What follows belongs to an exercise in optimizing a design on an open flow for small area, a short achievable clock period and few clock cycles per item; a production flow would make more cautious choices. The RTL was checked by simulation tests, not by an equivalence proof against the original design.

## flow/design.v (module list and top-level ports; edited modules follow where they fit)
// module fp32_mul: 75 lines
// module fp32_mul_decay: 21 lines
// module mul24: 1249 lines
// module mul24_decay: 423 lines
// module fp32_add: 87 lines
// module add_bk: 33 lines
// module lac_mma: 95 lines
module lac_mma (
    input  wire        clk,
    input  wire        rst_n,
    input  wire        in_valid,
    output wire        in_ready,
    input  wire        in_op,
    input  wire [31:0] in_a,
    input  wire [31:0] in_b,
    input  wire [31:0] in_c,
    input  wire [31:0] in_d,
    output reg         out_valid,
    input  wire        out_ready,
    output reg  [31:0] out_data
);
  // ...
==> flow/flow/run.sh <==
#!/bin/bash
# The standard layout, with the port buffers made of buf_2 cells instead of
# the delay buffers buffer_ports picks by default. Everything else is
# standard.sh unchanged (synthesis included).
set -euo pipefail
bash standard.sh 'BUFFER_PORTS_ARGS=-buffer_cell sky130_fd_sc_hd__buf_2' finish > standard_flow.log 2>&1
==> flow/standard.sh <==
#!/bin/bash
# synth_recipe.tcl (not shown) runs the flow's synth.tcl, then flattens the netlist and writes it again
# the make line also repeats each setting of config.mk as NAME=value (left out here)
make -C /OpenROAD-flow-scripts/flow DESIGN_CONFIG=/design/flow/config.mk WORK_HOME=/design/flow/orfs CLKGATE_MAP_FILE= SYNTH_SCRIPT=/design/flow/synth_recipe.tcl "${@:-finish}"
==> flow/config.mk <==
export PLATFORM = sky130hd
export DESIGN_NAME = lac_mma
export DESIGN_NICKNAME = lac_mma
export VERILOG_FILES = /design/flow/design.v
export SDC_FILE = /design/flow/constraint.sdc
export NUM_CORES = 4
export LEC_CHECK = 0
export ABC_AREA = 1
export CAP_MARGIN = 20
export CORE_MARGIN = 2
export CORE_UTILIZATION = 40
export SLEW_MARGIN = 20
==> flow/constraint.sdc <==
create_clock -name core_clock -period 75.0 [get_ports {clk}]
set_input_delay 15.0000 -clock core_clock [delete_from_list [all_inputs] [get_ports {clk}]]
set_output_delay 15.0000 -clock core_clock [all_outputs]
set_load 0.01 [all_outputs]
==> summary.txt, run 1 <==
- Initial Util: 0.403
- Run status: no timing/DRC/antenna violations
- Chip width: about 410 um
- # clock sinks: ~360
- Post-Syn Nets: 10300
- Setup CP Type: primary input to flip-flop
- Largest net degree at the start of global routing: 110
- Critical Path Sink: z0[3]
- CP Launch Type: primary input
- Clk pin slew, worst setup/hold paths: 0.06 ns
- Crit path buf inv count: 2
- Max Cap Viol: 0
- Die ar.: between 150000 and 200000 um2
- Synth top cells by count: 1690 x nand2_1, 1345 x inv_1, 734 x nand3_1
- Final std cells w/o fill: 11200
- Via count: 63300
- Detailed Route Iter0 Violations: 6056
- Area contributors post-synth: fa_1 18%, edfxtp_1 16%, ha_1 10%
- Endpoints failing setup: 0
- CTS Buf Count: 40
- Crit path max-delay family: buffers and inverters
- Setup bufs post-CTS: 0
- Compound-Gate Fraction of Synth Area: 0.128
- Clock Skew: 0.0240 ns
- R2R Setup Slk: around 60 ns
- CTS tree: built
Testbench counts, summed over its fixed seeds: cycles 9,632, items 9,600.
==> run 2: changes to the inputs <==
--- a/flow/design.v
+++ b/flow/design.v
@@ -1336,17 +1336,17 @@
     wire w1198 = w1064 ^ 1'b1;
     wire w1196 = w1198 ^ w1062;
     wire w1197 = (w1064 & 1'b1) | (w1198 & w1062);
     wire w1201 = w312 ^ w336;
     wire w1199 = w1201 ^ w1065;
     wire w1200 = (w312 & w336) | (w1201 & w1065);
     wire [47:0] r0 = {w1199, w1196, w1193, w1190, w1187, w1184, w1181, w1178, w1175, w1172, w1169, w1166, w1163, w1160, w1157, w1154, w1151, w1148, w1145, w1142, w1139, w1136, w1133, w1130, w1127, w1124, w1121, w1118, w1115, w1112, w1109, w1106, w1103, w1100, w1097, w1094, w1091, w1088, w1085, w1082, w1079, w1076, w1073, w1070, w1068, w1066, w2, w1};
     wire [47:0] r1 = {w1197, w1194, w1191, w1188, w1185, w1182, w1179, w1176, w1173, w1170, w1167, w1164, w1161, w1158, w1155, w1152, w1149, w1146, w1143, w1140, w1137, w1134, w1131, w1128, w1125, w1122, w1119, w1116, w1113, w1110, w1107, w1104, w1101, w1098, w1095, w1092, w1089, w1086, w1083, w1080, w1077, w1074, w1071, w1069, w1067, bn1, 1'b0, bn0};
-    assign p = r0 + r1;
+    add_bk #(48) u_cpa (.a(r0), .b(r1), .ci(1'b0), .s(p), .co());
 endmodule
 module mul24_decay (
     input  wire [23:0] a,
     output wire [47:0] p
 );
     wire w1 = ~a[0];
     wire w2 = ~a[1];
     wire w3 = ~a[2];
==> summary.txt, run 2 <==
- Run status: no timing/DRC/antenna violations (unchanged)
- Global Route Usage Sum: 0.274 (was 0.271)
- Final WL: 233000 um (was 237000 um)
- Cell count after synthesis: 8397 (was 9059)
- CP max stage delay: 0.72 ns (was 0.73 ns)
- Chip width: 409 um (was 415 um)
- Final std cells w/o fill: 10500 (was 11200)
- FF-to-FF Start: z1[15] (was m2[7])
- Final hold violations: 0 (unchanged)
- DRT antenna net count: 0 (unchanged)
- H-tree Lvls: 2 (unchanged)
- Hold Crit Class: flip-flop to flip-flop (unchanged)
- Cell type with the largest total area after synthesis: fa_1 (unchanged)
- DP Wirelength: 177000 um (was 183000 um)
- Vias per cell: 5.66 (was 5.63)
- Setup CP Type: flip-flop to flip-flop (was primary input to flip-flop)
- Die Height: 409 um (was 415 um)
- Critical Path Sink Type: flip-flop (unchanged)
- Fmax: 0.0603 GHz (was 0.0609 GHz)
- Endpoints failing setup: 0 (unchanged)
- Row count: 148 (was 150)
- Area Overhead vs Synth: 6.46% (was 6.47%)
- # clock sinks: 359 (unchanged)
- Number of port buffers: 166 (unchanged)
- RSZ-0062 raised after global routing: false (unchanged)
- Asr flop ratio synth: 0 (unchanged)
- Most frequent cells in the layout: 1473 x nand2_1, 1240 x inv_1, 696 x xor2_1 (was 1686 x nand2_1, 1345 x inv_1, 734 x nand3_1)
- Synth Register Bits: 359 (unchanged)
- Finished Core Util: 0.429 (about the same)
- Nets: 9658 (was 10300)
- CTS Buffer Depth: 3 (unchanged)
- GRT Residual Overflow: 0 (unchanged)
- Mean Syn Cell Area: 7.81 um2 (was 7.45 um2)
- Clk pin slew, worst setup/hold paths: 0.08 ns (was 0.06 ns)
- CP max FO: 32 (was 83)
- Register area share after synthesis: 0.163 (was 0.159)
- Post-synth cell types: 75 (was 71)
- Drt wl/cell: 22.1 um (was 21.1 um)
- R2R Setup Slk: 58.42 ns (was 59.86 ns)
- Hold_buf cts: 0 (unchanged)
- Synth Cell Area: 65600 um2 (was 67500 um2)
- Antenna violations before repair: 11 (was 7)
- Final slew viol count: 0 (unchanged)
- Synth top cells by count: 1477 x nand2_1, 1241 x inv_1, 697 x xor2_1 (was 1690 x nand2_1, 1345 x inv_1, 734 x nand3_1)
- Vias in the first global route: 59500 (was 63200)
- First-pass GRT wire length: 356000 um (was 369000 um)
- Fin Setup TNS: 0 ns (unchanged)
- Share of cells above drive strength 1: 0.0720 (was 0.0663)
- FF-to-FF path depth: 65 (was 77)
- Hold path depth: 0 (unchanged)
- CP Launch Type: flip-flop (was primary input)
- Largest net degree at the start of global routing: 111 (was 110)
- Inst Count DP: 10500 (was 11200)
- Clock Latency Late Sink: 0.66 ns (was 0.62 ns)
- Required @ worst endpoint: 75.35 ns (about the same)
- Synth top area share: 0.201 (was 0.181)
- Worst path slowest cell: nor2_1 (was buf_4)
- Slew @ Worst Pin: 1.25 ns (was 1.11 ns)
- CTS Buf Count: 43 (was 40)
- Die ar.: 167000 um2 (was 172000 um2)
- Post-synth EDFFs: 353 (unchanged)
- Via count: 59700 (was 63300)
- Core Area: 163000 um2 (was 167000 um2)
- HP Start: s1[24] (was s1[8])
- PostCTS Resize Cnt: 0 (unchanged)
- I/O pin count: 167 (unchanged)
- Fin crit period: 16.58 ns (was 16.41 ns)
- Arrival time worst endpoint: 16.93 ns (was 16.76 ns)
- Setup bufs post-CTS: 0 (unchanged)
- TritonRoute pass-1 iters: 6 (was 7)
- R2r endpoint: m2[29] (was out_data[17])
- Worst Hold Path EP: s2[24] (was s2[8])
- Root Buffer: clkbuf_16 (unchanged)
- Initial Util: 0.403 (about the same)
- Max Cap Viol: 0 (unchanged)
- Detailed Route Iter0 Violations: 6000 (was 6056)
- DRC viols: 0 (unchanged)
- Clock Skew: 0.0529 ns (was 0.0240 ns)
- YS warnings: 6 (unchanged)
- Hold slack: 0.418 ns (was 0.412 ns)
- Post-Syn Nets: 9723 (was 10300)
- Fin crit share: 0.221 (was 0.219)
- Top-count cell post-synth: nand2_1 (unchanged)
- CTS tree: built (unchanged)
- Area contributors post-synth: fa_1 20%, edfxtp_1 16%, ha_1 10% (was fa_1 18%, edfxtp_1 16%, ha_1 10%)
- Relative slew slack: 0.164 (was 0.259)
- Synth Flop Type: edfxtp_1 (unchanged)
- Commonest non-fill, non-tap cell in the layout: nand2_1 (unchanged)
- Routability cong.: 0.993 (was 0.958)
[run 2: final cells by class]
cell class / instances / area (um2)
Tap cell: 2175 / 2720
Fill cell: 16600 / 92900
Sequential cell: 359 / 10700
Inverter: 1310 / 4920
Timing Repair Buffer: 306 / 1900
Antenna cell: 6 / 15.0
Clock buffer: 52 / 1110
Clock inverter: 24 / 278
Multi-Input combinational cell: 6312 / 48200
[run 2: cells by family (layout without fill, tap and decap cells)]
family / Yosys count / count (layout) / share of synthesized area
DFF: 359 / 359 / 0.163
and+or+nand+nor: 2886 / 2886 / 0.192
muxes: 37 / 37 / 0.00601
other: 0 / 6 / 0
AOI/OAI and AO/OA: 1418 / 1418 / 0.128
adders and majority gates: 1193 / 1193 / 0.303
xor gates and xnor gates: 778 / 778 / 0.104
buffers and inverters: 1726 / 1692 / 0.103
[run 2: metrics by stage]
step                instance area (um2)  worst slack [ns]
global placement                  68400             58.05
CTS                               69800             58.53
detailed placement                68400             58.01
floorplan                         65600             57.32
finish                            69800             58.42
global route                      69800             57.38
[run 2: worst max path at each step]
stage / endpoint / slack (ns) / startpoint / cells past startpoint
after floorplan: sk_data[0] / 57.32 / out_ready / 3
after global placement: z0[13] / 58.05 / in_op / 4
after detailed placement: z0[13] / 58.01 / in_op / 4
after CTS: in_ready / 58.53 / go / 1
after global routing: m2[29] / 57.38 / z1[15] / 65
final: m2[29] / 58.42 / z1[15] / 65
[run 2: worst max-delay path, delay by kind of cell (launching register included)]
kind / cells / cell delay, ns
flip-flops: 1 / 0.48
AND/OR/NAND/NOR: 22 / 3.75
buffers and inverters: 9 / 2.67
XOR/XNOR: 3 / 0.73
AO/OA/AOI/OAI: 19 / 4.15
adder cells (fa/ha/maj): 12 / 4.46
[run 2: routing by layer]
layer / up-vias / part of all wire / GRT usage
met5: - / 0.00018 / 0
met4: 6 / 0.052 / 0.122
met3: 667 / 0.10 / 0.0623
met2: 2925 / 0.44 / 0.428
met1: 28600 / 0.41 / 0.362
li1: 27500 / - / -
Testbench counts of run 2, summed over its fixed seeds: cycles 9,632, items 9,600.

afterwards: timing with drivers on the ports:
The flow's constraints put no driver on any port. The routed layouts listed below were extracted and timed again, unchanged, in two steps.
Step 1 (the two cells are an assumption about what drives the block):
set clk [get_ports {clk}]
set_driving_cell -lib_cell sky130_fd_sc_hd__clkbuf_16 $clk
set_driving_cell -lib_cell sky130_fd_sc_hd__buf_2 [delete_from_list [all_inputs] $clk]
Step 2 moves the port delays by t, midway between the first and last clock arrival at a register: inputs arrive t later, outputs are due t later. That takes back most of the time a late clock gives input paths.
Three values: no drivers, after step 1, after step 2; two values: the first two.
run | t, ns | setup WS [ns] | latest minus earliest clock arrival (ns)
run 1 | 0.694 | 58.591 / 58.653 / 57.961 | 0.031 / 0.032
run 2 | 0.706 | 58.420 / 58.420 / 57.948 | 0.054 / 0.054
After both steps setup and hold are still met in every run listed. The setup slack of run 1, which loses most, moves by +0.062 ns with the drivers and by -0.630 ns with both steps.
